Context: an optimization exercise on an open-source flow, tuned for small area, a short achievable clock period and few clock cycles. The choices shown serve that exercise and are no tape-out recipe.
Only the layout flow was run in this run; the RTL was not checked for function there.
Power figures rest on the tool's default switching activity, not on a simulated workload.

**config.mk**
```make
export PLATFORM = sky130hd
export DESIGN_NAME = fsq_table_engine
export DESIGN_NICKNAME = fsq_table_engine
export VERILOG_FILES = /design/flow/design.v
export SDC_FILE = /design/flow/constraint.sdc
export NUM_CORES = 8
export LEC_CHECK = 0
export CAP_MARGIN = 20
export CORE_MARGIN = 2
export CORE_UTILIZATION = 45
export PLACE_DENSITY = 0.6
export SLEW_MARGIN = 20
```
**constraint.sdc**
```tcl
create_clock -name core_clock -period 10.0 [get_ports {clk}]
set_input_delay 2.0000 -clock core_clock [delete_from_list [all_inputs] [get_ports {clk}]]
set_output_delay 2.0000 -clock core_clock [all_outputs]
set_load 0.01 [all_outputs]
```
**design.v**
```verilog
module fsq_table_engine (
    input  wire        clk,
    input  wire        rst,
    input  wire        cmd_valid,
    output wire        cmd_ready,
    input  wire [3:0]  cmd_op,
    input  wire [7:0]  cmd_a,
    input  wire [7:0]  cmd_b,
    output wire        rsp_valid,
    output wire [3:0]  rsp_err,
    output wire [2:0]  rsp_sub,
    output wire [7:0]  rsp_arg,
    output wire [16:0] rsp_result,
    output wire        rsp_tv,
    output wire [2:0]  rsp_k,
    output wire [2:0]  rsp_b
);
    localparam OP_NOP    = 4'h0, OP_CLEAR  = 4'h1, OP_APUSH = 4'h2, OP_KPUSH = 4'h3,
               OP_SETPAD = 4'h4, OP_BUILD  = 4'h5, OP_ENCB  = 4'hA, OP_DECB  = 4'hB,
               OP_PACK   = 4'hC, OP_UNPACK = 4'hD;
    localparam B_FIRST = 2'd0, B_SCAN = 2'd1, B_COL = 2'd2, B_FIN = 2'd3;
    function [3:0] rc_of(input [3:0] p, input [1:0] ks);
        begin
            case (ks)
            2'd0: rc_of = 4'd0;
            2'd1: rc_of = {1'b0, p[1], 1'b0, p[0]};
            2'd2: case (p)
                4'd0: rc_of = {2'd0, 2'd0}; 4'd1: rc_of = {2'd0, 2'd1}; 4'd2: rc_of = {2'd0, 2'd2};
                4'd3: rc_of = {2'd1, 2'd0}; 4'd4: rc_of = {2'd1, 2'd1}; 4'd5: rc_of = {2'd1, 2'd2};
                4'd6: rc_of = {2'd2, 2'd0}; 4'd7: rc_of = {2'd2, 2'd1}; 4'd8: rc_of = {2'd2, 2'd2};
                default: rc_of = 4'bxxxx;
                endcase
            default: rc_of = p;
            endcase
        end
    endfunction
    function [3:0] mk(input [1:0] r, input [1:0] c, input [1:0] ks);
        begin
            case (ks)
            2'd0: mk = 4'd0;
            2'd1: mk = {2'd0, r[0], c[0]};
            2'd2: mk = {r, 1'b0} + {2'd0, r} + {2'd0, c};
            default: mk = {r, c};
            endcase
        end
    endfunction
    function [4:0] mkb(input [1:0] r, input [1:0] c, input [1:0] ks);
        begin
            case (ks)
            2'd0: mkb = 5'd1;
            2'd1: mkb = {2'd0, 1'b1, r[0], c[0]};
            2'd2: mkb = 5'd9 + {2'd0, r, 1'b0} + {3'd0, r} + {3'd0, c};
            default: mkb = {1'b1, r, c};
            endcase
        end
    endfunction
    function [3:0] rcb_of(input [4:0] s, input [1:0] ks);
        begin
            case (ks)
            2'd0: rcb_of = 4'd0;
            2'd1: rcb_of = {1'b0, s[1], 1'b0, s[0]};
            2'd2: case (s)
                5'd9:  rcb_of = {2'd0, 2'd0}; 5'd10: rcb_of = {2'd0, 2'd1}; 5'd11: rcb_of = {2'd0, 2'd2};
                5'd12: rcb_of = {2'd1, 2'd0}; 5'd13: rcb_of = {2'd1, 2'd1}; 5'd14: rcb_of = {2'd1, 2'd2};
                5'd15: rcb_of = {2'd2, 2'd0}; 5'd16: rcb_of = {2'd2, 2'd1}; 5'd17: rcb_of = {2'd2, 2'd2};
                default: rcb_of = 4'bxxxx;
                endcase
            default: rcb_of = s[3:0];
            endcase
        end
    endfunction
    function [7:0] pack2(input [3:0] p1, input [3:0] p2, input [1:0] ks);
        begin
            case (ks)
            2'd0: pack2 = 8'd0;
            2'd1: pack2 = {4'd0, p1[1:0], p2[1:0]};
            default: pack2 = {p1, p2};
            endcase
        end
    endfunction
    reg       rdy, c_v;
    reg [3:0] c_op;
    reg [7:0] c_a, c_b;
    assign cmd_ready = rdy;
    wire bdone;                          
    always @(posedge clk) begin
        c_op <= cmd_op; c_a <= cmd_a; c_b <= cmd_b;
        if (rst) begin
            rdy <= 1'b1; c_v <= 1'b0;
        end else if (rdy) begin
            c_v <= cmd_valid;
            rdy <= !(cmd_valid && cmd_op == OP_BUILD);
        end else begin
            c_v <= !bdone;
            rdy <= bdone;
        end
    end
    wire e_cmd   = c_v && rdy;           
    wire e_build = !rdy;                 
    reg [6:0]  alpha [0:15];             
    reg [7:0]  kslot [0:31];
    reg [4:0]  alen;
    reg [5:0]  klen;
    reg [7:0]  pad;
    reg        pad_mem;                  
    reg        hi_f;  reg [3:0] hi_i;    
    reg        dup_f; reg [3:0] dup_i;   
    reg        tv;
    reg        fast_ok;                  
    reg        kdup;                     
    reg [15:0] seen_a, seen_b;
    reg [1:0]  bst;
    reg [4:0]  sidx;
    reg        dup_a, dup_b;
    reg [3:0]  min_da;
    reg [1:0]  sr, sc;
    wire [1:0] ksel = {alen[4] | alen[3], alen[4] | alen[2]};
    wire       n_sq = (alen == 5'd1) || (alen == 5'd4) || (alen == 5'd9) || (alen == 5'd16);
    assign rsp_tv = tv;
    assign rsp_k  = tv ? {alen[4], alen[3] | alen[2], alen[0]} : 3'd0;
    assign rsp_b  = tv ? {alen[4] | alen[3], alen[2], 1'b0} : 3'd0;
    reg  [7:0] prt;                      
    wire [6:0] cam_x = rdy ? c_a[6:0] : prt[6:0];
    reg  [15:0] cam_m;
    reg  [3:0]  cam_code;
    integer i;
    always @* begin
        cam_code = 4'd0;
        for (i = 0; i < 16; i = i + 1) begin
            cam_m[i] = (alpha[i] == cam_x) && (i < alen);
            if (cam_m[i]) cam_code = cam_code | i[3:0];
        end
    end
    wire cam_hit = |cam_m;
    wire [3:0] rc1 = rc_of(c_a[3:0], ksel);
    wire [3:0] rc2 = rc_of(c_b[3:0], ksel);
    wire [3:0] slot_a = mk(rc1[3:2], rc2[1:0], ksel);
    wire [4:0] slot_b = mkb(rc2[3:2], rc1[1:0], ksel);
    wire [3:0] enc_o1 = kslot[slot_a][3:0];
    wire [4:0] col_slot = mkb(sr, sc, ksel);
    wire [4:0] prt_idx = rdy ? slot_b : (bst == B_COL ? col_slot : sidx);
    always @* prt = kslot[prt_idx];
    wire [3:0] enc_o2 = prt[3:0];
    reg [3:0] dpos_a;
    reg [4:0] dslot_b;
    always @* begin
        dpos_a = 4'd0; dslot_b = 5'd0;
        for (i = 0; i < 16; i = i + 1)
            if (kslot[i][3:0] == c_a[3:0] && i < alen) dpos_a = dpos_a | i[3:0];
        for (i = 1; i < 32; i = i + 1)
            if (kslot[i][3:0] == c_b[3:0] && i >= alen && i < {alen, 1'b0}) dslot_b = dslot_b | i[4:0];
    end
    wire [3:0] rca = rc_of(dpos_a, ksel);
    wire [3:0] rcb = rcb_of(dslot_b, ksel);
    wire [3:0] dec_o1 = mk(rca[3:2], rcb[1:0], ksel);
    wire [3:0] dec_o2 = mk(rcb[3:2], rca[1:0], ksel);
    wire        k_res  = !c_a[7] && cam_hit;
    wire [7:0]  k_data = c_a[7] ? 8'h90 : (cam_hit ? {4'b1000, cam_code} : {1'b0, c_a[6:0]});
    wire        k_in_b = klen >= {1'b0, alen};
    wire [15:0] cam_oh = 16'd1 << cam_code;
    wire        s_in_b  = sidx >= alen;
    wire        s_res   = prt[7];
    wire        s_bad   = s_res ? prt[4] : !cam_hit;
    wire [3:0]  s_code  = s_res ? prt[3:0] : cam_code;
    wire        s_last  = sidx == {alen[3:0], 1'b0} - 5'd1;
    wire        s_da    = !s_in_b && seen_a[s_code];
    wire        s_db    = s_in_b && seen_b[s_code];
    wire [15:0] s_oh    = 16'd1 << s_code;
    wire [3:0]  col_code = prt[3:0];
    wire        c_last_r = sr == ksel;       
    wire [3:0] mrc   = rc_of(min_da, ksel);
    wire [3:0] cand1 = mk(mrc[3:2], 2'd0, ksel);                      
    wire [7:0] idx1  = pack2(cand1, {2'd0, mrc[1:0]}, ksel);
    wire [7:0] idx2  = pack2({2'd0, sc}, mk(sr, 2'd0, ksel), ksel);
    wire [7:0] fin_i = !dup_b ? idx1 : (!dup_a ? idx2 : (idx1 < idx2 ? idx1 : idx2));
    reg        n_v;
    reg [3:0]  n_err;
    reg [2:0]  n_sub;
    reg [7:0]  n_arg;
    reg [11:0] n_res;      
    reg        b_done;
    assign bdone = b_done;
    always @* begin
        n_v = 1'b0; n_err = 4'd0; n_sub = 3'd0; n_arg = 8'd0; n_res = 12'd0; b_done = 1'b0;
        if (e_cmd) begin
            n_v = 1'b1;
            case (c_op)
            OP_NOP, OP_CLEAR, OP_SETPAD: ;
            OP_APUSH: if (alen[4]) begin n_err = 4'd3; n_sub = 3'd5; n_arg = 8'd16; end
            OP_KPUSH: if (klen[5]) begin n_err = 4'd4; n_sub = 3'd1; n_arg = 8'd32; end
            OP_ENCB, OP_DECB, OP_UNPACK: begin
                if (!tv) begin n_err = 4'd2; end
                else if (c_a >= {3'd0, alen}) begin n_err = 4'd6; n_sub = 3'd1; n_arg = c_a; end
                else if (c_op != OP_UNPACK && c_b >= {3'd0, alen}) begin n_err = 4'd6; n_sub = 3'd2; n_arg = c_b; end
                else if (c_op == OP_ENCB)   n_res = {1'b1, enc_o1, 3'd0, enc_o2};
                else if (c_op == OP_DECB)   n_res = {1'b1, dec_o1, 3'd0, dec_o2};
                else                        n_res = {1'b1, 4'd0, alpha[c_a[3:0]]};
            end
            OP_PACK: begin
                if (!tv) n_err = 4'd2;
                else if (k_res) n_res = {1'b1, 4'd0, 3'd0, cam_code};
            end
            default: begin n_err = 4'd1; n_sub = 3'd1; end
            endcase
        end else if (e_build) begin
            case (bst)
            B_FIRST: begin
                b_done = 1'b1;
                if (alen == 5'd0)                 begin n_err = 4'd3; n_sub = 3'd1; end
                else if (!n_sq)                   begin n_err = 4'd3; n_sub = 3'd2; n_arg = {3'd0, alen}; end
                else if (hi_f)                    begin n_err = 4'd3; n_sub = 3'd3; n_arg = {4'd0, hi_i}; end
                else if (dup_f)                   begin n_err = 4'd3; n_sub = 3'd4; n_arg = {4'd0, dup_i}; end
                else if (!pad_mem)                begin n_err = 4'd5; n_sub = 3'd1; n_arg = pad; end
                else if (klen != {alen, 1'b0})    begin n_err = 4'd4; n_sub = 3'd2; n_arg = {2'd0, klen}; end
                else if (!(fast_ok && !kdup))     b_done = 1'b0;
            end
            B_SCAN: begin
                if (s_bad) begin
                    b_done = 1'b1; n_err = 4'd4; n_sub = 3'd3; n_arg = {3'd0, sidx};
                end else if (s_last && !(dup_a || s_da || dup_b || s_db)) begin
                    b_done = 1'b1;
                end
            end
            B_FIN: begin
                b_done = 1'b1; n_err = 4'd4; n_sub = 3'd4; n_arg = fin_i;
            end
            default: ;
            endcase
            n_v = b_done;
        end
    end
    reg        r_v;
    reg [3:0]  r_err;
    reg [2:0]  r_sub;
    reg [7:0]  r_arg;
    reg [11:0] r_res;
    assign rsp_valid  = r_v;
    assign rsp_err    = r_err;
    assign rsp_sub    = r_sub;
    assign rsp_arg    = r_arg;
    assign rsp_result = {r_res[11], 4'd0, r_res[10:7], 1'b0, r_res[6:0]};
    always @(posedge clk) begin
        r_err <= n_err; r_sub <= n_sub; r_arg <= n_arg; r_res <= n_res;
        if (rst) r_v <= 1'b0; else r_v <= n_v;
    end
    always @(posedge clk) begin
        if (rst) begin
            alen <= 5'd0; klen <= 6'd0; pad <= 8'h20; pad_mem <= 1'b0;
            hi_f <= 1'b0; dup_f <= 1'b0; tv <= 1'b0; bst <= B_FIRST;
        end else if (e_cmd) begin
            case (c_op)
            OP_CLEAR: begin
                alen <= 5'd0; klen <= 6'd0; pad <= 8'h20; pad_mem <= 1'b0;
                hi_f <= 1'b0; dup_f <= 1'b0; tv <= 1'b0;
            end
            OP_APUSH: if (!alen[4]) begin
                alpha[alen[3:0]] <= c_a[6:0];
                alen <= alen + 5'd1;
                tv <= 1'b0;
                if (!hi_f && c_a[7]) begin hi_f <= 1'b1; hi_i <= alen[3:0]; end
                if (!dup_f && cam_hit) begin dup_f <= 1'b1; dup_i <= alen[3:0]; end
                if (c_a == pad && !pad[7]) pad_mem <= 1'b1;
                if (klen != 6'd0) fast_ok <= 1'b0;
            end
            OP_KPUSH: if (!klen[5]) begin
                kslot[klen[4:0]] <= k_data;
                klen <= klen + 6'd1;
                tv <= 1'b0;
                if (klen == 6'd0) begin
                    fast_ok <= k_res;
                    kdup <= 1'b0;
                    seen_a <= k_in_b ? 16'd0 : cam_oh;
                    seen_b <= k_in_b ? cam_oh : 16'd0;
                end else begin
                    fast_ok <= fast_ok && k_res;
                    if (k_in_b) begin
                        if (seen_b[cam_code]) kdup <= 1'b1;
                        seen_b <= seen_b | cam_oh;
                    end else begin
                        if (seen_a[cam_code]) kdup <= 1'b1;
                        seen_a <= seen_a | cam_oh;
                    end
                end
            end
            OP_SETPAD: begin
                pad <= c_a;
                pad_mem <= !c_a[7] && cam_hit;
                tv <= 1'b0;
            end
            default: ;
            endcase
        end else if (e_build) begin
            case (bst)
            B_FIRST: begin
                tv <= 1'b0;
                if (n_sq && !hi_f && !dup_f && pad_mem && klen == {alen, 1'b0}) begin
                    if (fast_ok && !kdup) begin
                        tv <= 1'b1;
                    end else begin
                        bst <= B_SCAN; sidx <= 5'd0;
                        seen_a <= 16'd0; seen_b <= 16'd0;
                        dup_a <= 1'b0; dup_b <= 1'b0;
                        fast_ok <= 1'b0;
                    end
                end
            end
            B_SCAN: begin
                if (s_bad) begin
                    bst <= B_FIRST;
                end else begin
                    if (!prt[7]) kslot[sidx] <= {4'b1000, cam_code};
                    if (s_in_b) seen_b <= seen_b | s_oh;
                    else        seen_a <= seen_a | s_oh;
                    if (s_da && !dup_a) begin dup_a <= 1'b1; min_da <= sidx[3:0]; end
                    if (s_db) dup_b <= 1'b1;
                    sidx <= sidx + 5'd1;
                    if (s_last) begin
                        if (!(dup_a || s_da || dup_b || s_db)) begin
                            tv <= 1'b1; bst <= B_FIRST;
                        end else if (dup_b || s_db) begin
                            bst <= B_COL; sr <= 2'd0; sc <= 2'd0; seen_b <= 16'd0;
                        end else begin
                            bst <= B_FIN;
                        end
                    end
                end
            end
            B_COL: begin
                if (seen_b[col_code]) begin
                    bst <= B_FIN;
                end else begin
                    seen_b <= seen_b | (16'd1 << col_code);
                    if (c_last_r) begin sr <= 2'd0; sc <= sc + 2'd1; end
                    else sr <= sr + 2'd1;
                end
            end
            default: begin  
                bst <= B_FIRST;
            end
            endcase
        end
    end
endmodule
```
**run.sh**
```bash
#!/bin/bash
# synth_recipe.tcl (not shown) runs the flow's synth.tcl, then flattens the netlist and writes it again
# the make line also repeats each setting of config.mk as NAME=value (left out here)
make -C /OpenROAD-flow-scripts/flow DESIGN_CONFIG=/design/flow/config.mk WORK_HOME=/design/flow/orfs CLKGATE_MAP_FILE= SYNTH_SCRIPT=/design/flow/synth_recipe.tcl finish
```
==> notes.md <==
cells by family (layout without fill, tap and decap cells):
family	count (synthesis)	after routing
AND/OR/NAND/NOR	875	875
AO/OA/AOI/OAI	641	641
flip-flops	511	511
XOR/XNOR	347	347
buffers and inverters	288	371
multiplexers	172	172
adder cells (fa/ha/maj)	78	78
other	1	8
worst min path at each step:
| stage | from | endpoint | slack [ns] | cells past startpoint |
|---|---|---|---|---|
| 2_1_floorplan | sidx[2]$_SDFFCE_PN0P_ | min_da[2]$_DFFE_PP_ | 0.45 | 0 |
| 3_3_place_gp | pad[4]$_SDFFE_PP0P_ | pad[4]$_SDFFE_PP0P_ | 0.52 | 2 |
| 3_5_place_dp | pad[0]$_SDFFE_PP0P_ | pad[0]$_SDFFE_PP0P_ | 0.54 | 2 |
| 4_1_cts | pad[0]$_SDFFE_PP0P_ | pad[0]$_SDFFE_PP0P_ | 0.56 | 2 |
| 5_1_grt | pad[1]$_SDFFE_PP0P_ | pad[1]$_SDFFE_PP0P_ | 0.57 | 2 |
| 6_report | pad[0]$_SDFFE_PP0P_ | pad[0]$_SDFFE_PP0P_ | 0.56 | 2 |
state kept, by name (all words and copies together), names as in the netlist, 2 cells and up, named ones only:
name,cells
r_sub,3
r_res,12
kslot,256
sidx,5
alpha,112
klen,6
c_a,8
dup_i,4
sc,2
seen_b,16
c_op,4
c_b,8
hi_i,4
bst,2
r_arg,8
alen,5
pad,8
min_da,4
seen_a,16
r_err,3
sr,2
cell usage in the layout (no fill, tap or decap), types with 13 or more instances in the layout:
cell type        Yosys  layout
nand4_1             35      35
and2_1              29      29
nor4_1              45      42
a22o_1              14      13
nand2_1            189     189
a21oi_1            142     141
o21ai_1             23      23
nand3_1            112     112
a2111oi_0           19      19
mux2i_1            103     102
xor2_1             201     201
xnor2_1            146     146
and3_1              32      32
inv_1               76      76
o211ai_1            21      21
a31oi_1             34      33
buf_4               28     129
dfxtp_1             86      77
ha_1                68      68
nor3_1              69      67
o221ai_1            14      14
a22oi_1             28      28
mux4_2              57      57
nor2b_1             32      32
clkdlybuf4s50_1      0      56
a222oi_1            19      19
edfxtp_1           425     425
a211oi_1            29      29
nand2b_1            24      24
o21ai_0            103     101
nor2_1             232     225
clkbuf_16            0      58
repair_timing:
action / CTS / global route
hold buffers: 0 / 0
endpoints found under the setup margin: 0 / 6
buffers inserted: 0 / 6
gates resized for setup: 0 / 2
metrics by stage:
step | setup slack (ns) | instance area (µm²) | hold slack (ns) | total power, mW
floorplan | 0.249 | 31400 | 0.452 | 2.60
global placement | 0.578 | 33200 | 0.521 | 2.73
detailed placement | 0.372 | 33200 | 0.535 | 2.74
CTS | 0.329 | 35000 | 0.558 | 4.78
global route | 0.124 | 35100 | 0.572 | 4.89
finish | 0.365 | 35100 | 0.562 | 4.77
worst min-delay path, delay by kind of cell (launching register included):
kind / cells / cell delay (ns)
AO/OA/AOI/OAI: 1 / 0.08
AND/OR/NAND/NOR: 1 / 0.08
flip-flops: 1 / 0.37
layout make-up:
cell class | count | area [µm²]
inverter | 82 | 308
clock buffer | 68 | 1490
sequential | 511 | 14500
multi-input combinational | 2120 | 15700
tap | 931 | 1160
timing repair buffer | 188 | 1590
clock inverter | 33 | 330
antenna | 1 | 2.50
fill | 6132 | 33700
routing by layer:
| metal | global-route usage | part of all wire | routed length [µm] |
|---|---|---|---|
| met2 | 0.505 | 0.43 | 53400 |
| met4 | 0.132 | 0.042 | 5160 |
| met3 | 0.0783 | 0.11 | 13400 |
| met1 | 0.488 | 0.42 | 51600 |
| met5 | 0 | 0.00015 | 19 |
power by group through the flow:
stage | combinational [mW] | clock [mW] | sequential [mW]
CTS | 0.372 | 2.09 | 2.32
floorplan | 0.237 | 0 | 2.36
global placement | 0.370 | 0 | 2.36
finish | 0.384 | 2.07 | 2.32
global route | 0.403 | 2.17 | 2.32
detailed placement | 0.371 | 0 | 2.36
==> reports/qor.txt <==
first-pass GRT wire length = 179 mm
clock share of power = 0.433
post-synthesis simple-gate area fraction = 0.139
switch share = 0.249
DRT antenna net count = 0
Core ar. = 68800 µm²
Post-Synth XOR/XNOR Area = 0.0968
sequential cell area fraction in the yosys report = 0.461
Psw = 1.19 mW
vias in the first global route = 24.7k
pwr dens = 136 nW/µm²
top post-synthesis cells by area = edfxtp_1 (41%), xor2_1 (5.6%), dfxtp_1 (5.5%)
Crit. End Element = flop
Fin Setup TNS = 0 ns
Tmin final = 9.64 ns
r2r worst-path depth = 31
io pins = 64
placed insts = 3826
Remaining Overflow, GRT = 0
worst setup path end = seen_b[0]$_DFFE_PP_
Fin. Hold Viols = 0
pin count of the biggest net entering global routing = 62
reg2reg setup slack = 0.36 ns
maxcap violations = 0
vias per inst = 6.57
outcome = complete, no violations
synthesized flop and latch total = 511
DRC = 0
count leader, synth = edfxtp_1
Synth top area share = 0.406
setup violators final = 0
measured slew at the worst slew-check pin = 1.11 ns
routed length per instance = 31.4 µm
CP Class = reg2reg
GP Congestion = 1.02
layout net count = 3060
Main synth FF type = edfxtp_1
CTS Buffer Depth = 3
YS warnings = 1
Max-slew headroom = 0.252
WP depth = 31
Synth Instances = 2913
FP Rows = 96
Critical Path RT = 10.36 ns
DR vias = 25.8k
H-tree depth = 2
worst hold path type = reg2reg
Synth Area in Compound Gates = 0.149
IO buf count = 56
Yosys cell types = 126
Post-DP HPWL = 90.5 mm
delay-heaviest family, CP = compound AO/OA/AOI/OAI gates
Tcrit/Tclk final = 0.964
Util after Layout = 0.510
Synth Area per Inst = 10.8 µm²
Leakage = 12.3 nW
Pins Over Slew Limit = 0
first-pass detailed-route iteration total = 8
Cell Int Power = 3.58 mW
Post-synth EDFFs = 425
largest family of logic cells by synthesized area = compound AO/OA/AOI/OAI gates
clock latency on the worst-skew pair = 0.67 ns
chip width = 268 µm
Yosys top cell by area = edfxtp_1
GRT Overall Usage = 0.342
CTS buffer count = 56
Gate power share = 0.081
Critical path buffers and inverters = 5
height of the die = 268 µm
Max FO, Critical Path = 41
Max IR drop VDD = 0.126 mV
clock-pin slew on the worst setup and hold paths = 0.08 ns
adder-cell share of the synthesized area = 0.0335
die area = 71900 µm²
root buffer cell = clkbuf_16
FMAX = 104 MHz
Mapped Area = 31400 µm²
r2r startpoint = alen[2]$_SDFFE_PP0P_
initial DRC count = 3503
startpoint types = flop
Starting Density = 0.456
initial antenna violation count = 2
layout cell share with drive strength beyond 1 = 0.127
critical path launch point = alen[2]$_SDFFE_PP0P_
most common library cells after synthesis = edfxtp_1 (425), nor2_1 (232), xor2_1 (201)
CTS tree = built
Layout Area Growth over Synthesis = 11.9%
crit-path max cell delay = 0.77 ns
total wire length = 124 mm
Layout Cells excl Fill = 3934
Reg power frac = 0.486
slowest stage cell on the critical path = nor3_1
clk sinks = 511
mux contribution to synthesized area = 0.0793
Clock Skew = 0.0565 ns
RSZ-0062 raised after global routing = false
Worst EP arrival = 9.99 ns
reg-to-reg endpoint = seen_b[0]$_DFFE_PP_
asr flop ratio synth = 0

static timing again, ports no longer ideal:
No port has a modelled driver above. Below, the same layout with a new extraction and two added sets of constraints. Step 1 assumes that a clkbuf_16 drives the clock port and a buf_2 every other input. Step 2 moves the port delays by t, midway between the first and last clock arrival at a register: inputs arrive t later, outputs are due t later. That takes back most of the time a late clock gives input paths. Slacks: ideal ports / drivers / drivers and shift; pairs: ideal ports / drivers.
t (ns): 0.702
slack for setup (ns): 0.365 / 0.365 / 0.365
clock arrival spread, ns: 0.056 / 0.056
After both steps setup and hold are still met in this run. For this run, drivers alone change the setup slack by 0.000 ns; drivers and shift together by 0.000 ns.
